This design comes from an exercise in tuning for small area, a short achievable clock period and few clock cycles per item on the open sky130 flow, not from production work.
For this run, only the layout was checked, not whether the RTL still works.
Power and IR drop assume default switching activity.

==> flow/design.v <==
module sha512_core (
    input  wire         clk,
    input  wire         rst,           
    input  wire         init,          
    input  wire         sel384,        
    input  wire         in_valid,
    input  wire [63:0]  in_data,
    output wire         in_ready,
    output wire         digest_valid,
    output wire [511:0] digest
);
    localparam [1:0] S_LOAD  = 2'd0;   
    localparam [1:0] S_ROUND = 2'd1;   
    localparam [1:0] S_FINAL = 2'd2;   
    reg  [1:0]  state;
    reg         started;      
    reg         var384;       
    reg  [3:0]  wcnt;         
    reg  [6:0]  t;            
    reg  [63:0] h0, h1, h2, h3, h4, h5, h6, h7;
    reg  [63:0] a, b, c, d, e, f, g, h;
    reg  [1023:0] w;
    reg  [63:0] k_t;
    always @(*) begin
        case (t)
        7'd0: k_t = 64'h428a2f98d728ae22;
        7'd1: k_t = 64'h7137449123ef65cd;
        7'd2: k_t = 64'hb5c0fbcfec4d3b2f;
        7'd3: k_t = 64'he9b5dba58189dbbc;
        7'd4: k_t = 64'h3956c25bf348b538;
        7'd5: k_t = 64'h59f111f1b605d019;
        7'd6: k_t = 64'h923f82a4af194f9b;
        7'd7: k_t = 64'hab1c5ed5da6d8118;
        7'd8: k_t = 64'hd807aa98a3030242;
        7'd9: k_t = 64'h12835b0145706fbe;
        7'd10: k_t = 64'h243185be4ee4b28c;
        7'd11: k_t = 64'h550c7dc3d5ffb4e2;
        7'd12: k_t = 64'h72be5d74f27b896f;
        7'd13: k_t = 64'h80deb1fe3b1696b1;
        7'd14: k_t = 64'h9bdc06a725c71235;
        7'd15: k_t = 64'hc19bf174cf692694;
        7'd16: k_t = 64'he49b69c19ef14ad2;
        7'd17: k_t = 64'hefbe4786384f25e3;
        7'd18: k_t = 64'h0fc19dc68b8cd5b5;
        7'd19: k_t = 64'h240ca1cc77ac9c65;
        7'd20: k_t = 64'h2de92c6f592b0275;
        7'd21: k_t = 64'h4a7484aa6ea6e483;
        7'd22: k_t = 64'h5cb0a9dcbd41fbd4;
        7'd23: k_t = 64'h76f988da831153b5;
        7'd24: k_t = 64'h983e5152ee66dfab;
        7'd25: k_t = 64'ha831c66d2db43210;
        7'd26: k_t = 64'hb00327c898fb213f;
        7'd27: k_t = 64'hbf597fc7beef0ee4;
        7'd28: k_t = 64'hc6e00bf33da88fc2;
        7'd29: k_t = 64'hd5a79147930aa725;
        7'd30: k_t = 64'h06ca6351e003826f;
        7'd31: k_t = 64'h142929670a0e6e70;
        7'd32: k_t = 64'h27b70a8546d22ffc;
        7'd33: k_t = 64'h2e1b21385c26c926;
        7'd34: k_t = 64'h4d2c6dfc5ac42aed;
        7'd35: k_t = 64'h53380d139d95b3df;
        7'd36: k_t = 64'h650a73548baf63de;
        7'd37: k_t = 64'h766a0abb3c77b2a8;
        7'd38: k_t = 64'h81c2c92e47edaee6;
        7'd39: k_t = 64'h92722c851482353b;
        7'd40: k_t = 64'ha2bfe8a14cf10364;
        7'd41: k_t = 64'ha81a664bbc423001;
        7'd42: k_t = 64'hc24b8b70d0f89791;
        7'd43: k_t = 64'hc76c51a30654be30;
        7'd44: k_t = 64'hd192e819d6ef5218;
        7'd45: k_t = 64'hd69906245565a910;
        7'd46: k_t = 64'hf40e35855771202a;
        7'd47: k_t = 64'h106aa07032bbd1b8;
        7'd48: k_t = 64'h19a4c116b8d2d0c8;
        7'd49: k_t = 64'h1e376c085141ab53;
        7'd50: k_t = 64'h2748774cdf8eeb99;
        7'd51: k_t = 64'h34b0bcb5e19b48a8;
        7'd52: k_t = 64'h391c0cb3c5c95a63;
        7'd53: k_t = 64'h4ed8aa4ae3418acb;
        7'd54: k_t = 64'h5b9cca4f7763e373;
        7'd55: k_t = 64'h682e6ff3d6b2b8a3;
        7'd56: k_t = 64'h748f82ee5defb2fc;
        7'd57: k_t = 64'h78a5636f43172f60;
        7'd58: k_t = 64'h84c87814a1f0ab72;
        7'd59: k_t = 64'h8cc702081a6439ec;
        7'd60: k_t = 64'h90befffa23631e28;
        7'd61: k_t = 64'ha4506cebde82bde9;
        7'd62: k_t = 64'hbef9a3f7b2c67915;
        7'd63: k_t = 64'hc67178f2e372532b;
        7'd64: k_t = 64'hca273eceea26619c;
        7'd65: k_t = 64'hd186b8c721c0c207;
        7'd66: k_t = 64'heada7dd6cde0eb1e;
        7'd67: k_t = 64'hf57d4f7fee6ed178;
        7'd68: k_t = 64'h06f067aa72176fba;
        7'd69: k_t = 64'h0a637dc5a2c898a6;
        7'd70: k_t = 64'h113f9804bef90dae;
        7'd71: k_t = 64'h1b710b35131c471b;
        7'd72: k_t = 64'h28db77f523047d84;
        7'd73: k_t = 64'h32caab7b40c72493;
        7'd74: k_t = 64'h3c9ebe0a15c9bebc;
        7'd75: k_t = 64'h431d67c49c100d4c;
        7'd76: k_t = 64'h4cc5d4becb3e42b6;
        7'd77: k_t = 64'h597f299cfc657e2a;
        7'd78: k_t = 64'h5fcb6fab3ad6faec;
        7'd79: k_t = 64'h6c44198c4a475817;
        default: k_t = 64'h0;
        endcase
    end
    wire [63:0] bs1   = {e[13:0], e[63:14]} ^ {e[17:0], e[63:18]} ^ {e[40:0], e[63:41]};
    wire [63:0] bs0   = {a[27:0], a[63:28]} ^ {a[33:0], a[63:34]} ^ {a[38:0], a[63:39]};
    wire [63:0] ch    = (e & f) ^ (~e & g);
    wire [63:0] maj   = (a & b) ^ (a & c) ^ (b & c);
    wire [63:0] t1    = h + bs1 + ch + k_t + w[63:0];
    wire [63:0] t2    = bs0 + maj;
    wire [63:0] w1    = w[127:64];
    wire [63:0] w14   = w[959:896];
    wire [63:0] ss0   = {w1[0], w1[63:1]} ^ {w1[7:0], w1[63:8]} ^ {7'b0, w1[63:7]};
    wire [63:0] ss1   = {w14[18:0], w14[63:19]} ^ {w14[60:0], w14[63:61]} ^ {6'b0, w14[63:6]};
    wire [63:0] w_new = ss1 + w[639:576] + ss0 + w[63:0];
    assign in_ready     = started && (state == S_LOAD);
    assign digest_valid = started && (state == S_LOAD);
    wire accept = in_valid && in_ready;
    always @(posedge clk) begin
        if (rst) begin
            state   <= S_LOAD;
            started <= 1'b0;
            wcnt    <= 4'd0;
            t       <= 7'd0;
        end else if (init) begin
            state   <= S_LOAD;
            started <= 1'b1;
            var384  <= sel384;
            wcnt    <= 4'd0;
            t       <= 7'd0;
            if (sel384) begin
                h0 <= 64'hcbbb9d5dc1059ed8;
                h1 <= 64'h629a292a367cd507;
                h2 <= 64'h9159015a3070dd17;
                h3 <= 64'h152fecd8f70e5939;
                h4 <= 64'h67332667ffc00b31;
                h5 <= 64'h8eb44a8768581511;
                h6 <= 64'hdb0c2e0d64f98fa7;
                h7 <= 64'h47b5481dbefa4fa4;
            end else begin
                h0 <= 64'h6a09e667f3bcc908;
                h1 <= 64'hbb67ae8584caa73b;
                h2 <= 64'h3c6ef372fe94f82b;
                h3 <= 64'ha54ff53a5f1d36f1;
                h4 <= 64'h510e527fade682d1;
                h5 <= 64'h9b05688c2b3e6c1f;
                h6 <= 64'h1f83d9abfb41bd6b;
                h7 <= 64'h5be0cd19137e2179;
            end
        end else begin
            case (state)
            S_LOAD: begin
                if (accept) begin
                    w     <= {in_data, w[1023:64]};
                    wcnt  <= wcnt + 4'd1;
                    if (wcnt == 4'd15) begin
                        state <= S_ROUND;
                        t     <= 7'd0;
                        a <= h0; b <= h1; c <= h2; d <= h3;
                        e <= h4; f <= h5; g <= h6; h <= h7;
                    end
                end
            end
            S_ROUND: begin
                h <= g;
                g <= f;
                f <= e;
                e <= d + t1;
                d <= c;
                c <= b;
                b <= a;
                a <= t1 + t2;
                w <= {w_new, w[1023:64]};
                t <= t + 7'd1;
                if (t == 7'd79)
                    state <= S_FINAL;
            end
            S_FINAL: begin
                h0 <= h0 + a;
                h1 <= h1 + b;
                h2 <= h2 + c;
                h3 <= h3 + d;
                h4 <= h4 + e;
                h5 <= h5 + f;
                h6 <= h6 + g;
                h7 <= h7 + h;
                state <= S_LOAD;
            end
            default: state <= S_LOAD;
            endcase
        end
    end
    assign digest = {h0, h1, h2, h3, h4, h5,
                     var384 ? 128'd0 : {h6, h7}};
endmodule
==> flow/run.sh <==
#!/bin/bash
# synth_recipe.tcl (not shown) runs the flow's synth.tcl, then flattens the netlist and writes it again
# the make line also repeats each setting of config.mk as NAME=value (left out here)
make -C /OpenROAD-flow-scripts/flow DESIGN_CONFIG=/design/flow/config.mk WORK_HOME=/design/flow/orfs CLKGATE_MAP_FILE= SYNTH_SCRIPT=/design/flow/synth_recipe.tcl finish
==> flow/config.mk <==
export PLATFORM = sky130hd
export DESIGN_NAME = sha512_core
export DESIGN_NICKNAME = sha512_core
export VERILOG_FILES = /design/flow/design.v
export SDC_FILE = /design/flow/constraint.sdc
export NUM_CORES = 4
export LEC_CHECK = 0
export CAP_MARGIN = 20
export CORE_MARGIN = 2
export CORE_UTILIZATION = 40
export SLEW_MARGIN = 20
export SYNTH_MEMORY_MAX_BITS = 16384
==> flow/constraint.sdc <==
create_clock -name core_clock -period 12.0 [get_ports {clk}]
set_input_delay 2.4000 -clock core_clock [delete_from_list [all_inputs] [get_ports {clk}]]
set_output_delay 2.4000 -clock core_clock [all_outputs]
set_load 0.01 [all_outputs]
==> results by group <==
Clocking
  – Max clock buf depth: 4
  – Clock root cell: sky130_fd_sc_hd__clkbuf_16
  – Cells resized by post-CTS repair: 0
  – H-tree level count: 4
  – Count of hold buffers inserted by post-cts repair: 0
  – CTS clk-pin slew, worst paths: approximately 0.06 ns
  – Number of clock buffers inserted by TritonCTS: 243
  – # Post-CTS Setup Buffers: 0
  – Number of clock sinks seen by CTS: 2,127
  – Clock tree from TritonCTS: yes
  – Clk latency of the worst-skew pair: 1.03 ns

Placed design
  – Post-detail-place hpwl: about 480,000 um
  – Final RePlAce weighted congestion: 1.04
  – Count of buffers from port buffering: approximately 580
  – Cells after DPL: approximately 18k
  – Worst setup timing slack at the placement stage: 2.25 ns

STA
  – Setup TNS Final: 0 ns
  – Final-report setup violation count: 0
  – Period utilization: 82.6%
  – Slack of the critical path: 2.08 ns
  – Slew @ Worst Pin: 1.27 ns
  – Final Hold Fails: 0
  – Time the final worst path needs with I/O delays and setup: ~9.9 ns
  – Number of pins exceeding their max-slew limit in the final report: 0
  – Unrepaired setup endpoints after global routing: no
  – Clock Skew: 0.126 ns
  – Maximum achievable frequency: 101 MHz
  – Worst max-slew margin expressed relative to the limit: 15.4%

Power
  – P_sw: around 5.1 mW
  – Share of total power in sequential cells: 44.8%
  – Switching Fraction: about a quarter
  – Clock power share: a little over two fifths
  – Leakage: 61.9 nW
  – Combinational fraction of design power: 13.0%
  – Power Dens Cells: between 100 and 150 nW/um2
  – Internal: between 10 and 15 mW
  – Overall power after layout: 18.9 mW
  – Max rail drop VDD: 0.144 mV

Die
  – Number of placement rows: 214
  – # IOs: between 500 and 600
  – Die extent in y: 589 um
  – Die width: ~590 um
  – Effective utilization at floorplan: 40.2%
  – Floorplan Core Area: 340,000 um2
  – Die area: 347,000 um2

Synth
  – EDFF count, synth: 2,049
  – Biggest area contributors in the synthesized netlist: sky130_fd_sc_hd__edfxtp_1 (45%), sky130_fd_sc_hd__ha_1 (7.1%), sky130_fd_sc_hd__fa_1 (5.7%)
  – Gate Count Post-Synth: 13.4k
  – Post-Synthesis Net Count: 14.7k
  – Commonest register cell after synthesis: sky130_fd_sc_hd__edfxtp_1
  – Mapped Area: 137,000 um2
  – Number of synthesized register bits: between 2k and 2.5k
  – Fraction of post-synthesis cell area in the top cell type by area: 44.9%
  – Syn_area_per_cell: 10.2 um2
  – Yosys top cell by area: sky130_fd_sc_hd__edfxtp_1
  – Distinct cell type count after synthesis: 108
  – Yosys warning count: 1
  – Portion of the post-synthesis area used by sequential elements: between 40% and 50%
  – Share of synthesized registers carrying an async set or reset: 0%

Route
  – Overall via count from detail_route: between 100k and 150k
  – Vias per cell: 6.00
  – Number of remaining DRC errors: 0
  – Detail-routed net length per standard cell: 33.0 um
  – Wire length after detailed routing: between 600,000 and 700,000 um
  – Antenna-violating nets left: 0
  – Detailed-router iteration count before antenna repair: 6
  – Count of routing violations after the opening detailed-route iteration: 15.3k

Critical path
  – Largest stage delay on the critical path: between 0.7 and 0.8 ns
  – Critical Path RT: 12.72 ns
  – Sum of buffers and inverters on the critical path: 2
  – Startpoint kind of the worst setup timing path: flip-flop
  – CP most frequent cell: sky130_fd_sc_hd__fa_1
  – Worst setup path category: flip-flop to flip-flop
  – Cell class contributing the biggest share of worst-path delay: compound AO/OA/AOI/OAI gates
  – Crit-path max FO: 7
  – Slowest stage cell on the critical path: sky130_fd_sc_hd__a2111oi_0
  – Worst path arrival time: 10.63 ns
  – CP endpoint kind: flip-flop

Global routing
  – Pin count of the biggest net entering global routing: 179
  – Number of global-route vias before repair: 104k
  – Initial antenna violation count: 59
  – Global routing usage summed across all routing layers: about a third
  – Global-route wire length before repair: 836,000 um
  – GR Overflow Total: 0

Cells and area
  – Post-route insts no fill: 18.6k
  – Share of the core filled with cells in the final layout: between 40% and 50%
  – Signed area change from the synthesized netlist to the final layout: 14.1%
  – Share of post-route cells with drive strength above 1: 5.23%
  – Total number of nets in the final design: 15.0k

Status
  – Run status: no timing/DRC/antenna violations

Run
  – Reported max-cap violation count: 0

Hold path
  – Hold Crit Class: flip-flop to flip-flop
## cells in the final DEF, fill, tap and decap left out, types with 148 or more instances in the layout
cell type	count
sky130_fd_sc_hd__edfxtp_1	2049
sky130_fd_sc_hd__nand2_1	2045
sky130_fd_sc_hd__o21ai_0	1002
sky130_fd_sc_hd__a21oi_1	926
sky130_fd_sc_hd__inv_1	903
sky130_fd_sc_hd__ha_1	774
sky130_fd_sc_hd__xnor2_1	727
sky130_fd_sc_hd__clkdlybuf4s50_1	581
sky130_fd_sc_hd__nor2_1	550
sky130_fd_sc_hd__a21o_1	522
sky130_fd_sc_hd__xor2_1	480
sky130_fd_sc_hd__fa_1	391
sky130_fd_sc_hd__clkbuf_16	248
sky130_fd_sc_hd__nor2b_1	241
sky130_fd_sc_hd__buf_4	189
sky130_fd_sc_hd__nand3_1	185
sky130_fd_sc_hd__nor3_1	148
## flip-flops by register name, summed over array words and instances (netlist names), 4 cells and up
name	cells
b	64
c	64
d	64
wcnt	4
h5	64
h4	64
a	64
h1	64
f	64
w	1024
h0	64
h7	64
h2	64
t	7
h	64
g	64
e	64
h6	64
k_t	64
h3	64
## synth_stat cells, types with 25 or more instances
master / n
sky130_fd_sc_hd__edfxtp_1: 2049
sky130_fd_sc_hd__nand2_1: 2049
sky130_fd_sc_hd__o21ai_0: 1005
sky130_fd_sc_hd__a21oi_1: 927
sky130_fd_sc_hd__inv_1: 906
sky130_fd_sc_hd__ha_1: 777
sky130_fd_sc_hd__xnor2_1: 743
sky130_fd_sc_hd__clkbuf_1: 615
sky130_fd_sc_hd__nor2_1: 555
sky130_fd_sc_hd__a21o_1: 522
sky130_fd_sc_hd__xor2_1: 483
sky130_fd_sc_hd__fa_1: 391
sky130_fd_sc_hd__nor2b_1: 242
sky130_fd_sc_hd__nand3_1: 185
sky130_fd_sc_hd__nor3_1: 148
sky130_fd_sc_hd__nand4_1: 138
sky130_fd_sc_hd__a31oi_1: 137
sky130_fd_sc_hd__o21bai_1: 137
sky130_fd_sc_hd__a211oi_1: 96
sky130_fd_sc_hd__nand2b_1: 93
sky130_fd_sc_hd__and3_1: 88
sky130_fd_sc_hd__dfxtp_1: 78
sky130_fd_sc_hd__o21a_1: 72
sky130_fd_sc_hd__and2_1: 66
sky130_fd_sc_hd__o211ai_1: 57
sky130_fd_sc_hd__o31ai_1: 56
sky130_fd_sc_hd__a221oi_1: 49
sky130_fd_sc_hd__mux2i_1: 49
sky130_fd_sc_hd__o22ai_1: 48
sky130_fd_sc_hd__maj3_1: 44
sky130_fd_sc_hd__buf_1: 38
sky130_fd_sc_hd__or2_2: 37
sky130_fd_sc_hd__a311oi_1: 35
sky130_fd_sc_hd__o2111ai_1: 34
sky130_fd_sc_hd__a21boi_0: 33
sky130_fd_sc_hd__and4_1: 33
sky130_fd_sc_hd__or3_1: 28
sky130_fd_sc_hd__a41oi_1: 25
## cell families (layout without fill, tap and decap cells)
kind of cell / Yosys count / after routing / share of synthesized area [%]
AND/OR/NAND/NOR: 3745 / 3745 / 12.2
flip-flops: 2127 / 2127 / 46.1
XOR/XNOR: 1226 / 1226 / 7.84
buffers and inverters: 1581 / 2138 / 4.35
AO/OA/AOI/OAI: 3485 / 3485 / 15.9
other: 0 / 19 / 0
adder cells (fa/ha/maj): 1212 / 1212 / 13.1
multiplexers: 73 / 73 / 0.555
## power groups by stage
stage,logic (mW),clock network [mW],registers [mW]
2_1_floorplan,1.52,0,8.58
3_3_place_gp,2.42,0,8.63
3_5_place_dp,2.40,0,8.62
4_1_cts,2.42,8.08,8.47
5_1_grt,2.67,8.33,8.48
6_report,2.47,7.98,8.48
## layout make-up
cell class	count	area [um2]
tap	4536	5680
multi-input combinational	9741	68200
sequential	2127	63100
fill	32200	184000
clock buffer	288	6380
clock inverter	159	2010
timing repair buffer	782	7460
inverter	909	3420
antenna	19	47.5
## final timing paths
check,startpoint,end,slack [ns],cells after the start
hold reg to reg,w[768],w[704],0.37,0
setup / recovery,e[19],a[59],2.08,32
hold / removal,w[768],w[704],0.37,0
setup reg to reg,e[19],a[59],2.08,32
## worst reg2reg max path: cells and delay by family, from the launching register on
kind,cells,cell delay (ns)
adders and majority gates,6,2.62
xor gates and xnor gates,4,1.70
DFF,1,0.58
buffers and inverters,2,0.14
AOI/OAI and AO/OA,14,3.64
and+or+nand+nor,6,1.02
## metal layers
| layer | global-route usage [%] | share of wire [%] |
|---|---|---|
| met1 | 48.2 | 42 |
| met2 | 49.3 | 41 |
| met3 | 7.58 | 10 |
| met4 | 18.4 | 6.4 |
| met5 | 0.452 | 0.066 |
## per-stage QoR
stage / instance area [um2] / hold WS (ns)
after CTS: 156000 / 0.349
after detailed placement: 148000 / 0.405
after global placement: 148000 / 0.400
after global routing: 156000 / 0.371
after floorplan: 137000 / 0.400
final: 156000 / 0.369

==> static timing again, ports no longer ideal <==
The flow's constraints put no driver on any port. The routed layout listed below was extracted and timed again, unchanged, in two steps. Step 1: set_driving_cell puts a clkbuf_16 on clk and a buf_2 on each other input, an assumption about the parent block. Step 2 moves the port delays by t, midway between the first and last clock arrival at a register: inputs arrive t later, outputs are due t later. That takes back most of the time a late clock gives input paths. a / b / c = ideal / step 1 / step 2; a / b = the first two.
t, ns: 1.073
setup WS [ns]: 2.083 / 2.083 / 2.083
worst data-port slew with drivers (ns): 0.09
After both steps setup and hold are still met in this run. The setup slack of this run moves by 0.000 ns with the drivers and by 0.000 ns with both steps.
